Source: an optimization exercise on an open RTL-to-GDS flow (aim: small area, a short achievable clock period and few clock cycles). Production flows keep margins and buffers that such runs may drop. No functional check of the RTL was part of this run. Power figures rest on the tool's default switching activity, not on a simulated workload.

===== config.mk =====
export PLATFORM = sky130hd
export DESIGN_NAME = alu_core
export DESIGN_NICKNAME = alu_core
export VERILOG_FILES = /design/flow/design.v
export SDC_FILE = /design/flow/constraint.sdc
export NUM_CORES = 4
export LEC_CHECK = 0
export CAP_MARGIN = 20
export CORE_MARGIN = 2
export CORE_UTILIZATION = 55
export CTS_BUF_LIST = sky130_fd_sc_hd__clkbuf_4 sky130_fd_sc_hd__clkbuf_8
export CTS_CLUSTER_SIZE = 20
export PLACE_DENSITY = 0.68
export SETUP_SLACK_MARGIN = 4
export SLEW_MARGIN = 20

===== constraint.sdc =====
create_clock -name core_clock -period 10.0 [get_ports {clk}]
set_input_delay 2.0000 -clock core_clock [delete_from_list [all_inputs] [get_ports {clk}]]
set_output_delay 2.0000 -clock core_clock [all_outputs]
set_load 0.01 [all_outputs]

===== design.v =====
module alu_core (
    input  wire        clk,
    input  wire        rst,         
    input  wire        cmd_valid,
    output wire        cmd_ready,
    input  wire [31:0] cmd,
    input  wire [3:0]  rd_idx,
    output wire [15:0] rd_data,
    output wire [3:0]  flags        
);
    function [17:0] add16(input [15:0] x, input [15:0] y, input ci);
        reg [15:0] p, g, P, G;
        integer l, k;
        begin
            p = x ^ y; g = x & y;
            G = g; P = p;
            G[1] = g[1] | ((p[1] & x[0]) & y[0]);
            P[1] = p[1] & p[0];
            for (k = 15; k >= 2; k = k - 1) begin
                G[k] = G[k] | (P[k] & G[k-1]);
                P[k] = P[k] & P[k-1];
            end
            for (l = 2; l < 16; l = l * 2)
                for (k = 15; k >= l; k = k - 1) begin
                    G[k] = G[k] | (P[k] & G[k-l]);
                    P[k] = P[k] & P[k-l];
                end
            add16 = {G[15], G[14], p ^ {G[14:0], 1'b0}};
        end
    endfunction
    function [17:0] add17(input [16:0] x, input [16:0] y, input ci);
        reg [16:0] p, g, P, G;
        integer l, k;
        begin
            p = x ^ y; g = x & y;
            G = g; P = p;
            G[0] = g[0] | (p[0] & ci);
            for (l = 1; l < 17; l = l * 2)
                for (k = 16; k >= l; k = k - 1) begin
                    G[k] = G[k] | (P[k] & G[k-l]);
                    P[k] = P[k] & P[k-l];
                end
            add17 = {G[16], p ^ {G[15:0], ci}};
        end
    endfunction
    reg [255:0] rf;                 
    reg         cf, zf, sf, of;
    function [15:0] rdport(input [255:0] v, input [15:0] sel);
        integer j;
        begin
            rdport = 16'd0;
            for (j = 0; j < 16; j = j + 1)
                rdport = rdport | ({16{sel[j]}} & v[16*j +: 16]);
        end
    endfunction
    wire [15:0] rd_sel = 16'd1 << rd_idx;
    assign rd_data = rdport(rf, rd_sel);
    assign flags   = {of, sf, zf, cf};
    reg        busy;
    reg        mode_div;            
    reg        wr_rem;              
    reg [2:0]  cnt;                 
    reg [3:0]  da, dc, dd;          
    reg [15:0] opa;                 
    reg [15:0] opb;                 
    reg [15:0] rem;                 
    assign cmd_ready = !busy;
    wire [3:0]  op  = cmd[31:28];
    wire [3:0]  fa  = cmd[27:24];
    wire [3:0]  fb  = cmd[23:20];
    wire [3:0]  fc  = cmd[19:16];
    wire [3:0]  fd  = cmd[15:12];
    wire [15:0] imm = cmd[15:0];
    reg word_ok;
    always @(*) begin
        case (op)
            4'h1, 4'h2, 4'hE: word_ok = (cmd[19:0] == 20'd0);
            4'h3:             word_ok = (cmd[11:0] == 12'd0);
            4'h4:             word_ok = (cmd[7:0] == 8'd0);
            4'h5, 4'h6:       word_ok = (cmd[23:0] == 24'd0);
            4'h7, 4'hD:       word_ok = (cmd[15:0] == 16'd0);
            4'h8, 4'h9, 4'hA, 4'hB, 4'hC: word_ok = 1'b1;
            4'hF:             word_ok = (cmd[23:16] == 8'd0);
            default:          word_ok = 1'b0;
        endcase
    end
    wire acc = cmd_valid && !busy && word_ok && !rst;
    wire isADD = (op == 4'h1), isSUB = (op == 4'h2), isMUL = (op == 4'h3),
         isDIV = (op == 4'h4), isINC = (op == 4'h5), isDEC = (op == 4'h6),
         isNEG = (op == 4'h7), isSHL = (op == 4'h8), isSHR = (op == 4'h9),
         isSAR = (op == 4'hA), isROL = (op == 4'hB), isROR = (op == 4'hC),
         isCMP = (op == 4'hD), isMOV = (op == 4'hE), isLDI = (op == 4'hF);
    wire isSH  = isSHL | isSHR | isSAR;
    wire isROT = isROL | isROR;
    wire [15:0] fa_sel = 16'd1 << fa;
    wire [15:0] A = rdport(rf, fa_sel);
    wire [15:0] fb_sel = 16'd1 << fb;
    wire [15:0] B = rdport(rf, fb_sel);
    wire a_z = (A == 16'd0);
    wire b_z = (B == 16'd0), b_1 = (B == 16'd1);
    wire x_inv  = isSUB | isCMP | isDIV | isINC;
    wire y_b    = isADD | isSUB | isCMP | isDIV;
    wire y_ones = isINC | isDEC | isNEG;
    wire r_inv  = isSUB | isCMP | isINC | isNEG;
    wire [15:0] X = A ^ {16{x_inv}};
    wire [15:0] Y = ({16{y_b}} & B) | {16{y_ones}};
    wire [17:0] t = add16(X, Y, 1'b0);
    wire [15:0] R = t[15:0] ^ {16{r_inv}};
    wire        c16 = t[17];
    wire        c15 = t[16];
    wire        a_lt_b = c16;                         
    wire [15:0] pxy = X ^ Y;
    wire        t_z = (pxy == {(X[14:0] | Y[14:0]), 1'b0});
    wire        t_f = &pxy;
    wire        r_z = r_inv ? t_f : t_z;
    wire        add_of = c15 ^ c16;
    wire        n16   = |imm[15:4];                   
    wire [3:0]  amt   = isSH  ? (n16 ? 4'd0 : imm[3:0]) :
                        isROT ? imm[3:0] : 4'd0;
    wire        left  = isSHL | isROL;
    wire [3:0]  r     = left ? (4'd0 - amt) : amt;
    wire [31:0] rr    = {A, A} >> r;
    wire [15:0] rot   = rr[15:0];
    reg  [15:0] thr;                                  
    integer m;
    always @(*)
        for (m = 0; m < 16; m = m + 1)
            thr[m] = n16 | (m < imm[3:0]);
    wire [15:0] thr_rev;
    genvar g;
    generate for (g = 0; g < 16; g = g + 1) begin : g_rev
        assign thr_rev[g] = thr[15-g];
    end endgenerate
    wire [15:0] fillm = ({16{isSHL}} & thr) | ({16{isSHR | isSAR}} & thr_rev);
    wire        fillv = isSAR & A[15];
    wire [15:0] sh    = (rot & ~fillm) | ({16{fillv}} & fillm);
    wire        sh_nz = isSH ? (n16 | (imm[3:0] != 4'd0)) : (imm[3:0] != 4'd0);
    wire        sh_cf = sh_nz & (left ? rot[0] : rot[15]);
    wire        k1    = (imm[3:0] == 4'd1);
    wire        sh_of = isSHL ? ((imm == 16'd1) & (sh[15] ^ sh_cf)) :
                        isROL ? (k1 & (sh[15] ^ sh_cf)) :
                        isROR ? (k1 & (sh[15] ^ sh[14])) : 1'b0;
    wire mul_z    = a_z | b_z;                        
    wire div_now  = b_z | a_z;                        
    wire div_one  = !b_z & !a_z & (b_1 | a_lt_b);     
    wire div_skip = ({2'd0, A[15:2]} < B);            
    wire div_run  = !b_z & !a_z & !b_1 & !a_lt_b;     
    wire sel_r   = isADD | isSUB | isCMP | isINC | isDEC | isNEG;
    wire sel_sh  = isSH | isROT | (isDIV & b_1);
    wire [15:0] w_acc = ({16{sel_r}} & R) | ({16{sel_sh}} & sh)
                      | ({16{isMOV}} & B) | ({16{isLDI}} & imm);
    wire [15:0] mpp [0:15];
    genvar gm;
    generate for (gm = 0; gm < 16; gm = gm + 1) begin : g_mpp
        assign mpp[gm] = {16{opa[gm]}} & opb;
    end endgenerate
    wire mt1, mt2, mt3, mt4, mt5, mt6, mt7, mt8, mt9, mt10, mt11, mt12, mt13, mt14, mt15, mt16, mt17, mt18, mt19, mt20, mt21, mt22, mt23, mt24, mt25, mt26, mt27, mt28, mt29, mt30, mt31, mt32, mt33, mt34, mt35, mt36, mt37, mt38, mt39, mt40, mt41, mt42, mt43, mt44, mt45, mt46, mt47, mt48, mt49, mt50, mt51, mt52, mt53, mt54, mt55, mt56, mt57, mt58, mt59, mt60, mt61, mt62, mt63, mt64, mt65, mt66, mt67, mt68, mt69, mt70, mt71, mt72, mt73, mt74, mt75, mt76, mt77, mt78, mt79, mt80, mt81, mt82, mt83, mt84, mt85, mt86, mt87, mt88, mt89, mt90, mt91, mt92, mt93, mt94, mt95, mt96, mt97, mt98, mt99, mt100, mt101, mt102, mt103, mt104, mt105, mt106, mt107, mt108, mt109, mt110, mt111, mt112, mt113, mt114, mt115, mt116, mt117, mt118, mt119, mt120, mt121, mt122, mt123, mt124, mt125, mt126, mt127, mt128, mt129, mt130, mt131, mt132, mt133, mt134, mt135, mt136, mt137, mt138, mt139, mt140, mt141, mt142, mt143, mt144, mt145, mt146, mt147, mt148, mt149, mt150, mt151, mt152, mt153, mt154, mt155, mt156, mt157, mt158, mt159, mt160, mt161, mt162, mt163, mt164, mt165, mt166, mt167, mt168, mt169, mt170, mt171, mt172, mt173, mt174, mt175, mt176, mt177, mt178, mt179, mt180, mt181, mt182, mt183, mt184, mt185, mt186, mt187, mt188, mt189, mt190, mt191, mt192, mt193, mt194, mt195, mt196;
    assign {mt2, mt1} = mpp[0][13] + mpp[1][12];
    assign {mt4, mt3} = mpp[0][14] + mpp[1][13] + mpp[2][12];
    assign {mt6, mt5} = mpp[3][11] + mpp[4][10];
    assign mt7 = mpp[0][15] ^ mpp[1][14] ^ mpp[2][13];
    assign mt8 = mpp[3][12] ^ mpp[4][11] ^ mpp[5][10];
    assign mt9 = mpp[6][9] ^ mpp[7][8];
    assign {mt11, mt10} = mpp[0][9] + mpp[1][8];
    assign {mt13, mt12} = mpp[0][10] + mpp[1][9] + mpp[2][8];
    assign {mt15, mt14} = mpp[3][7] + mpp[4][6];
    assign {mt17, mt16} = mpp[0][11] + mpp[1][10] + mpp[2][9];
    assign {mt19, mt18} = mpp[3][8] + mpp[4][7] + mpp[5][6];
    assign {mt21, mt20} = mpp[6][5] + mpp[7][4];
    assign {mt23, mt22} = mpp[0][12] + mpp[1][11] + mpp[2][10];
    assign {mt25, mt24} = mpp[3][9] + mpp[4][8] + mpp[5][7];
    assign {mt27, mt26} = mpp[6][6] + mpp[7][5] + mpp[8][4];
    assign {mt29, mt28} = mpp[9][3] + mpp[10][2];
    assign {mt31, mt30} = mt1 + mpp[2][11] + mpp[3][10];
    assign {mt33, mt32} = mpp[4][9] + mpp[5][8] + mpp[6][7];
    assign {mt35, mt34} = mpp[7][6] + mpp[8][5] + mpp[9][4];
    assign {mt37, mt36} = mpp[10][3] + mpp[11][2] + mpp[12][1];
    assign {mt39, mt38} = mt3 + mt5 + mpp[5][9];
    assign {mt41, mt40} = mpp[6][8] + mpp[7][7] + mpp[8][6];
    assign {mt43, mt42} = mpp[9][5] + mpp[10][4] + mpp[11][3];
    assign {mt45, mt44} = mpp[12][2] + mpp[13][1] + mpp[14][0];
    assign mt46 = mt7 ^ mt8 ^ mt9;
    assign mt47 = mpp[8][7] ^ mpp[9][6] ^ mpp[10][5];
    assign mt48 = mpp[11][4] ^ mpp[12][3] ^ mpp[13][2];
    assign mt49 = mpp[14][1] ^ mpp[15][0] ^ mt4;
    assign {mt51, mt50} = mpp[0][6] + mpp[1][5];
    assign {mt53, mt52} = mpp[0][7] + mpp[1][6] + mpp[2][5];
    assign {mt55, mt54} = mpp[3][4] + mpp[4][3];
    assign {mt57, mt56} = mpp[0][8] + mpp[1][7] + mpp[2][6];
    assign {mt59, mt58} = mpp[3][5] + mpp[4][4] + mpp[5][3];
    assign {mt61, mt60} = mpp[6][2] + mpp[7][1];
    assign {mt63, mt62} = mt10 + mpp[2][7] + mpp[3][6];
    assign {mt65, mt64} = mpp[4][5] + mpp[5][4] + mpp[6][3];
    assign {mt67, mt66} = mpp[7][2] + mpp[8][1] + mpp[9][0];
    assign {mt69, mt68} = mt12 + mt14 + mpp[5][5];
    assign {mt71, mt70} = mpp[6][4] + mpp[7][3] + mpp[8][2];
    assign {mt73, mt72} = mpp[9][1] + mpp[10][0] + mt11;
    assign {mt75, mt74} = mt16 + mt18 + mt20;
    assign {mt77, mt76} = mpp[8][3] + mpp[9][2] + mpp[10][1];
    assign {mt79, mt78} = mpp[11][0] + mt13 + mt15;
    assign {mt81, mt80} = mt22 + mt24 + mt26;
    assign {mt83, mt82} = mt28 + mpp[11][1] + mpp[12][0];
    assign {mt85, mt84} = mt17 + mt19 + mt21;
    assign {mt87, mt86} = mt30 + mt32 + mt34;
    assign {mt89, mt88} = mt36 + mpp[13][0] + mt23;
    assign {mt91, mt90} = mt25 + mt27 + mt29;
    assign {mt93, mt92} = mt38 + mt40 + mt42;
    assign {mt95, mt94} = mt44 + mt2 + mt31;
    assign {mt97, mt96} = mt33 + mt35 + mt37;
    assign mt98 = mt46 ^ mt47 ^ mt48;
    assign mt99 = mt49 ^ mt6 ^ mt39;
    assign mt100 = mt41 ^ mt43 ^ mt45;
    assign {mt102, mt101} = mpp[0][4] + mpp[1][3];
    assign {mt104, mt103} = mpp[0][5] + mpp[1][4] + mpp[2][3];
    assign {mt106, mt105} = mpp[3][2] + mpp[4][1];
    assign {mt108, mt107} = mt50 + mpp[2][4] + mpp[3][3];
    assign {mt110, mt109} = mpp[4][2] + mpp[5][1] + mpp[6][0];
    assign {mt112, mt111} = mt52 + mt54 + mpp[5][2];
    assign {mt114, mt113} = mpp[6][1] + mpp[7][0] + mt51;
    assign {mt116, mt115} = mt56 + mt58 + mt60;
    assign {mt118, mt117} = mpp[8][0] + mt53 + mt55;
    assign {mt120, mt119} = mt62 + mt64 + mt66;
    assign {mt122, mt121} = mt57 + mt59 + mt61;
    assign {mt124, mt123} = mt68 + mt70 + mt72;
    assign {mt126, mt125} = mt63 + mt65 + mt67;
    assign {mt128, mt127} = mt74 + mt76 + mt78;
    assign {mt130, mt129} = mt69 + mt71 + mt73;
    assign {mt132, mt131} = mt80 + mt82 + mt84;
    assign {mt134, mt133} = mt75 + mt77 + mt79;
    assign {mt136, mt135} = mt86 + mt88 + mt90;
    assign {mt138, mt137} = mt81 + mt83 + mt85;
    assign {mt140, mt139} = mt92 + mt94 + mt96;
    assign {mt142, mt141} = mt87 + mt89 + mt91;
    assign mt143 = mt98 ^ mt99 ^ mt100;
    assign mt144 = mt93 ^ mt95 ^ mt97;
    assign {mt146, mt145} = mpp[0][3] + mpp[1][2];
    assign {mt148, mt147} = mt101 + mpp[2][2] + mpp[3][1];
    assign {mt150, mt149} = mt103 + mt105 + mpp[5][0];
    assign {mt152, mt151} = mt107 + mt109 + mt104;
    assign {mt154, mt153} = mt111 + mt113 + mt108;
    assign {mt156, mt155} = mt115 + mt117 + mt112;
    assign {mt158, mt157} = mt119 + mt121 + mt116;
    assign {mt160, mt159} = mt123 + mt125 + mt120;
    assign {mt162, mt161} = mt127 + mt129 + mt124;
    assign {mt164, mt163} = mt131 + mt133 + mt128;
    assign {mt166, mt165} = mt135 + mt137 + mt132;
    assign {mt168, mt167} = mt139 + mt141 + mt136;
    assign mt169 = mt143 ^ mt144 ^ mt140;
    assign {mt171, mt170} = mpp[0][2] + mpp[1][1];
    assign {mt173, mt172} = mt145 + mpp[2][1] + mpp[3][0];
    assign {mt175, mt174} = mt147 + mpp[4][0] + mt146;
    assign {mt177, mt176} = mt149 + mt102 + mt148;
    assign {mt179, mt178} = mt151 + mt106 + mt150;
    assign {mt181, mt180} = mt153 + mt110 + mt152;
    assign {mt183, mt182} = mt155 + mt114 + mt154;
    assign {mt185, mt184} = mt157 + mt118 + mt156;
    assign {mt187, mt186} = mt159 + mt122 + mt158;
    assign {mt189, mt188} = mt161 + mt126 + mt160;
    assign {mt191, mt190} = mt163 + mt130 + mt162;
    assign {mt193, mt192} = mt165 + mt134 + mt164;
    assign {mt195, mt194} = mt167 + mt138 + mt166;
    assign mt196 = mt169 ^ mt142 ^ mt168;
    wire [15:0] mr0 = {mt196, mt194, mt192, mt190, mt188, mt186, mt184, mt182, mt180, mt178, mt176, mt174, mt172, mt170, mpp[0][1], mpp[0][0]};
    wire [15:0] mr1 = {mt195, mt193, mt191, mt189, mt187, mt185, mt183, mt181, mt179, mt177, mt175, mt173, mt171, mpp[2][0], mpp[1][0], 1'b0};
    wire [15:0] prod = mr0 + mr1;
    wire [16:0] r1   = {rem, opa[15]};
    wire [17:0] d1   = add17(r1, {1'b1, ~opb}, 1'b1);
    wire        ge1  = d1[17];
    wire [15:0] rem1 = ge1 ? d1[15:0] : r1[15:0];
    wire [15:0] dq1  = {opa[14:0], ge1};
    wire [16:0] r2   = {rem1, dq1[15]};
    wire [17:0] d2   = add17(r2, {1'b1, ~opb}, 1'b1);
    wire        ge2  = d2[17];
    wire [15:0] remN = ge2 ? d2[15:0] : r2[15:0];
    wire [15:0] dqN  = {dq1[14:0], ge2};
    wire fin_q = busy && !wr_rem && (cnt == 3'd0);    
    wire fin_r = busy && wr_rem;                      
    wire [15:0] w = !busy ? w_acc : wr_rem ? rem : mode_div ? dqN : prod;
    wire wa = acc & (isADD | isSUB | isINC | isDEC | isNEG | isSH | isROT | isMOV | isLDI
                     | isMUL | isDIV);
    wire wb = acc & isNEG;
    wire wc = acc & (isCMP | isSH | isROT | isMUL | (isDIV & !b_z));
    wire wd = acc & isDIV & !b_z;
    wire [3:0] ia = busy ? da : fa;
    wire [3:0] ic = busy ? dc : fc;
    wire [3:0] id = busy ? dd : fd;
    wire       ea = busy ? fin_q : wa;
    wire       ec = busy ? (fin_q & mode_div) : wc;
    wire       ed = busy ? fin_r : wd;
    reg [15:0] we;
    integer i;
    always @(*) begin
        for (i = 0; i < 16; i = i + 1)
            we[i] = rst | (ea & (ia == i)) | (wb & (fb == i)) | (ec & (ic == i)) | (ed & (id == i));
    end
    wire [15:0] wdat = rst ? 16'd0 : w;
    wire fl_we = acc & !isMOV & !isLDI;
    wire cf_we = fl_we & !isINC & !isDEC;
    wire [15:0] keep_a = isSHL ? ~thr_rev : (isSHR | isSAR) ? ~thr : 16'hFFFF;
    wire sh_z  = ((A & keep_a) == 16'd0) & !(fillv & (|fillm));
    wire zf_nx = isMUL | (isDIV ? (b_z | a_z | (!b_1 & a_lt_b)) :
                          (isSH | isROT) ? sh_z : r_z);
    wire sf_nx = isDIV ? (b_1 & A[15]) : (isSH | isROT) ? sh[15] : (R[15] & !isMUL);
    wire cf_nx = ((isADD | isSUB | isCMP) & c16) | (isNEG & !a_z)
               | ((isSH | isROT) & sh_cf) | (isMUL & A[0]) | (isDIV & b_z);
    wire of_nx = ((isADD | isSUB | isCMP | isINC | isDEC | isNEG) & add_of)
               | ((isSH | isROT) & sh_of) | (isMUL & A[0]) | (isDIV & b_z);
    always @(posedge clk) begin
        for (i = 0; i < 16; i = i + 1)
            if (we[i]) rf[16*i +: 16] <= wdat;
        if (rst) begin
            cf <= 1'b0; zf <= 1'b0; sf <= 1'b0; of <= 1'b0;
        end else if (fl_we) begin
            zf <= zf_nx; sf <= sf_nx; of <= of_nx;
            if (cf_we) cf <= cf_nx;
        end
    end
    always @(posedge clk) begin
        if (rst) begin
            busy <= 1'b0;
        end else if (busy) begin
            if (fin_r || (fin_q && !mode_div)) busy <= 1'b0;
        end else if (acc & ((isMUL & !mul_z) | (isDIV & (div_one | div_run)))) begin
            busy <= 1'b1;
        end
    end
    always @(posedge clk) begin
        if (!busy) begin
            mode_div <= isDIV;
            wr_rem   <= isDIV & !div_run;
            cnt      <= (isDIV & !div_skip) ? 3'd7 : 3'd0;
            da       <= fa;
            dc       <= fc;
            dd       <= fd;
            opa      <= (isDIV & div_skip) ? {A[1:0], 14'd0} : A;
            opb      <= B;
            rem      <= b_1 ? 16'd0 : a_lt_b ? A :
                        (isDIV & div_skip) ? {2'd0, A[15:2]} : 16'd0;
        end else begin
            cnt <= cnt - 3'd1;
            if (fin_q) wr_rem <= 1'b1;
            opa <= dqN;
            rem <= remN;
        end
    end
endmodule

===== flow/run.sh =====
#!/bin/bash
# Standard ORFS layout, with the port buffers made from plain buffers (buf_4)
# instead of the delay cells buffer_ports picks by default, timing repair
# free to resize cells across footprints, and a clock tree of clkbuf_4/8
# without dummy balancing loads.
set -euo pipefail
export BUFFER_PORTS_ARGS="-buffer_cell sky130_fd_sc_hd__buf_4"
export CTS_ARGS="-sink_clustering_enable -repair_clock_nets -sink_clustering_size 20 -buf_list {sky130_fd_sc_hd__clkbuf_4 sky130_fd_sc_hd__clkbuf_8} -dont_use_dummy_load"
bash standard.sh MATCH_CELL_FOOTPRINT=0 "BUFFER_PORTS_ARGS=$BUFFER_PORTS_ARGS" "CTS_ARGS=$CTS_ARGS" finish > make_finish.log 2>&1

===== standard.sh =====
#!/bin/bash
# synth_recipe.tcl (not shown) runs the flow's synth.tcl, then flattens the netlist and writes it again
# the make line also repeats each setting of config.mk as NAME=value (left out here)
make -C /OpenROAD-flow-scripts/flow DESIGN_CONFIG=/design/flow/config.mk WORK_HOME=/design/flow/orfs CLKGATE_MAP_FILE= SYNTH_SCRIPT=/design/flow/synth_recipe.tcl "${@:-finish}"

==> summary.txt <==
Timing
  – Sum Neg Setup Slack: 0 ns
  – Final setup viols: 0
  – Final Max Slew Viols: 0
  – RSZ-0062 raised after global routing: true
  – Final Hold Viols: 0
  – Min Tclk post-route: 6.17 ns
  – Worst-margin pin slew: 1.16 ns
  – Period utilisation layout: 61.7%
  – Worst slew margin: 22.6%
  – Skew final: 0.0475 ns
  – Final Hold Slack: 0.462 ns
  – F_max: 162 MHz

Final layout
  – Final #Nets: 3,273
  – Most common cell after layout, fill and taps aside: edfxtp_1
  – Area delta synth->final: 18.7%
  – Most frequent cells in the layout: 274 x edfxtp_1, 232 x buf_4, 205 x nand2_1
  – Share of layout cells above drive strength 1: 21.2%

Drt
  – Routed vias/inst: 7.59
  – Routed length on met2: 57.0 mm
  – Final wirelength: 133 mm
  – Met3 routed WL: 18.6 mm
  – Max Used Layer: met4
  – Via count: 28,220
  – DRT iter0 DRCs: 4,926
  – WL met1: 44.8 mm
  – DRC viols: 0
  – WL/cell: 35.9 um
  – Routed Antenna Nets: 0
  – Initial DRT Pass Iterations: 12

Pwr
  – PD cells: 233 mW/mm^2
  – Peak VDD IR: 319 uV
  – P_leak: 12.7 nW

Setup path
  – Critical path type: primary input to flip-flop
  – Crit end category: flip-flop
  – Startpoint Class: primary input
  – Data arrival, critical path: 6.57 ns
  – Critical Path RT: 10.40 ns
  – Flop-to-flop setup slack: 3.99 ns
  – Crit Path Max Fanout: 29

Synthesis
  – Register bit total from synthesis: 326
  – Post-synth cell types: 99
  – YS warnings: 1
  – Top_reg_cell synth: edfxtp_1
  – Synthesized instance count: 2,882
  – Largest area contributor in the netlist: edfxtp_1
  – Synth Area per Inst: 9.58 um^2
  – Synth top area share: 29.8%
  – Seq/Total Area, Yosys: 33.6%
  – EDFF count, synth: 274
  – FFs w/ async S/R, synth: 0%
  – Cell Area, Synth: 0.0276 mm^2
  – Syn_nets: 3,111
  – Main area contributors after synthesis: edfxtp_1 30%, fa_1 5.9%, ha_1 4.9%

Floorplanning
  – # rows: 82
  – Core area: 0.0499 mm^2
  – Die area: 0.0520 mm^2
  – Initial Util: 55.4%
  – I/O pin count: 60
  – Die Y: 228 um
  – Die width: 228 um

Place
  – Final Wtd Congestion: 1.11
  – Count of input and output buffers: 59
  – Final HPWL DP: 87.0 mm

Clock network
  – Post-CTS Hold Fix Bufs: 0
  – Clk buf depth: 3
  – Clk slew on worst S/H paths: 0.06 ns
  – Clock latency on the worst-skew pair: 0.67 ns
  – Clk sinks: 326
  – CTS buffer count: 54
  – H-tree depth: 2
  – CTS tree: yes
  – CTS root buffer: clkbuf_8

Global route
  – Overall Global Routing Usage: 49.7%
  – Initial antenna violation count: 5
  – Vias in the first global route: 27,141
  – Largest net degree at the start of global routing: 47
  – Overflow left after global routing: 0
  – First-pass GRT wire length: 188 mm

Job
  – Max-cap violations: 0

Outcome
  – Outcome: complete, no violations

Min path
  – Worst hold path type: flip-flop to flip-flop
==> routing by layer <==
metal	global-route usage [%]	vias up
met5	0.551	-
met4	37.8	0
li1	-	11175
met1	58.9	13442
met2	74.7	2730
met3	17.0	873
==> worst max-delay path, cell delays in order <==
cell and delay, ns:
buf_16 0.20, nand2b_1 0.54, o31ai_1 0.18, nor3_1 0.18
nor3b_4 0.37, o21ai_0 0.17, ha_2 0.35, nor2_1 0.21
a311oi_4 0.06, a221o_1 0.32, a21o_1 0.17, a2111o_1 0.45
a31oi_4 0.22, o21bai_1 0.09, a21oi_2 0.20, xnor2_2 0.11
a221oi_2 0.38, nor4_4 0.11, clkbuf_16 0.21
==> state kept, by name, indices dropped and copies added (netlist names), 3 cells and up <==
| register | flops |
|---|---|
| rf | 256 |
| opa | 16 |
| opb | 16 |
| rem | 16 |
| da | 4 |
| dc | 4 |
| dd | 4 |
| cnt | 3 |
==> layout make-up <==
type                       count  area [um^2]
multi-input combinational   2161        17900
fill                        3989        17100
sequential                   326         9280
timing repair buffer         296         3160
tap                          672          841
inverter                     205          803
clock buffer                  54          743
antenna                        6         15.0
==> what timing repair did <==
item	CTS	global route
gates cloned	16	9
pin swaps	40	36
gates resized for setup	176	94
endpoints found under the setup margin	550	240
setup buffers	66	69
==> synth_stat cells, drive strengths merged (12+ instances only) <==
| master | number |
|---|---|
| edfxtp | 274 |
| nand2 | 210 |
| inv | 200 |
| nor2 | 149 |
| o21ai | 144 |
| and2 | 133 |
| a221oi | 124 |
| a21oi | 119 |
| mux2i | 113 |
| clkbuf | 112 |
| ha | 108 |
| a22o | 90 |
| xnor2 | 88 |
| fa | 82 |
| buf | 80 |
| nand3 | 59 |
| mux2 | 55 |
| dfxtp | 52 |
| nor3 | 43 |
| xor2 | 39 |
| nand2b | 36 |
| nor2b | 36 |
| nand4 | 29 |
| o211ai | 28 |
| o221ai | 28 |
| a22oi | 27 |
| a31oi | 27 |
| a21o | 25 |
| nor4 | 25 |
| o22ai | 25 |
| nand3b | 21 |
| and3 | 19 |
| a221o | 18 |
| o21a | 18 |
| o31ai | 17 |
| a32oi | 16 |
| a211oi | 15 |
| mux4 | 15 |
| or3 | 14 |
| a32o | 13 |
| nor3b | 13 |
| o21bai | 12 |
| o22a | 12 |
==> power breakdown <==
group,internal (mW),switching [mW],leakage [nW],total [mW]
Clock,0.471,0.502,0.388,0.973
Sequential,1.74,0.279,3.26,2.02
Combinational,1.95,2.67,9.05,4.62
==> kinds of logic (layout without fill, tap and decap cells) <==
kind of cell	Yosys count	count (layout)	share of synthesized area [%]
flip-flops	326	326	33.6
multiplexers	183	183	7.57
AND/OR/NAND/NOR	824	824	15.6
adder cells (fa/ha/maj)	190	190	10.8
other	0	6	0
buffers and inverters	397	555	6.09
AO/OA/AOI/OAI	835	837	22.3
XOR/XNOR	127	127	4.03
==> worst paths after layout <==
kind,from,endpoint,cells past startpoint
setup reg to reg,opb[10]$_DFFE_PN_,rf[63]$_DFFE_PP_,17
hold reg to reg,cnt[0]$_DFF_P_,cnt[0]$_DFF_P_,1
hold / removal,cnt[0]$_DFF_P_,cnt[0]$_DFF_P_,1
setup / recovery,cmd[21],rf[63]$_DFFE_PP_,19
==> through the flow <==
| stage | util (%) | setup slack, ns | total power, mW | std cells | cell area, um^2 |
|---|---|---|---|---|---|
| after floorplan | - | 3.40 | 4.93 | 2882 | 28000 |
| after global placement | 58.1 | 1.88 | 6.00 | 3498 | 29000 |
| after detailed placement | 58.1 | 1.66 | 6.12 | 3498 | 29000 |
| after CTS | 63.1 | 3.91 | 7.29 | 3634 | 31400 |
| after global routing | 65.6 | 3.79 | 8.05 | 3714 | 32700 |
| final | 65.7 | 3.83 | 7.62 | 3720 | 32700 |

## static timing again, ports no longer ideal
The results above use ideal ports. As a check the final layout listed here was re-extracted and re-timed, cells and wires unchanged.
Step 1 assumes that a clkbuf_16 drives the clock port and a buf_2 every other input.
Step 2, shift: input delay + t, output delay - t, t = (earliest + latest rising clock arrival at the registers) / 2. This alone moves slack from input paths to output paths.
Three values: ideal ports, drivers, drivers and shift; two values: the first two.
t (ns): 0.709
slack for setup (ns): 3.831 / 3.678 / 2.969
hold WS [ns]: 0.462 / 0.462 / 0.462
clock arrival spread, ns: 0.047 / 0.047
worst slew at a driven data input, ns: 0.32
After both steps setup and hold are still met in this run. For this run, drivers alone change the setup slack by -0.153 ns; drivers and shift together by -0.862 ns.
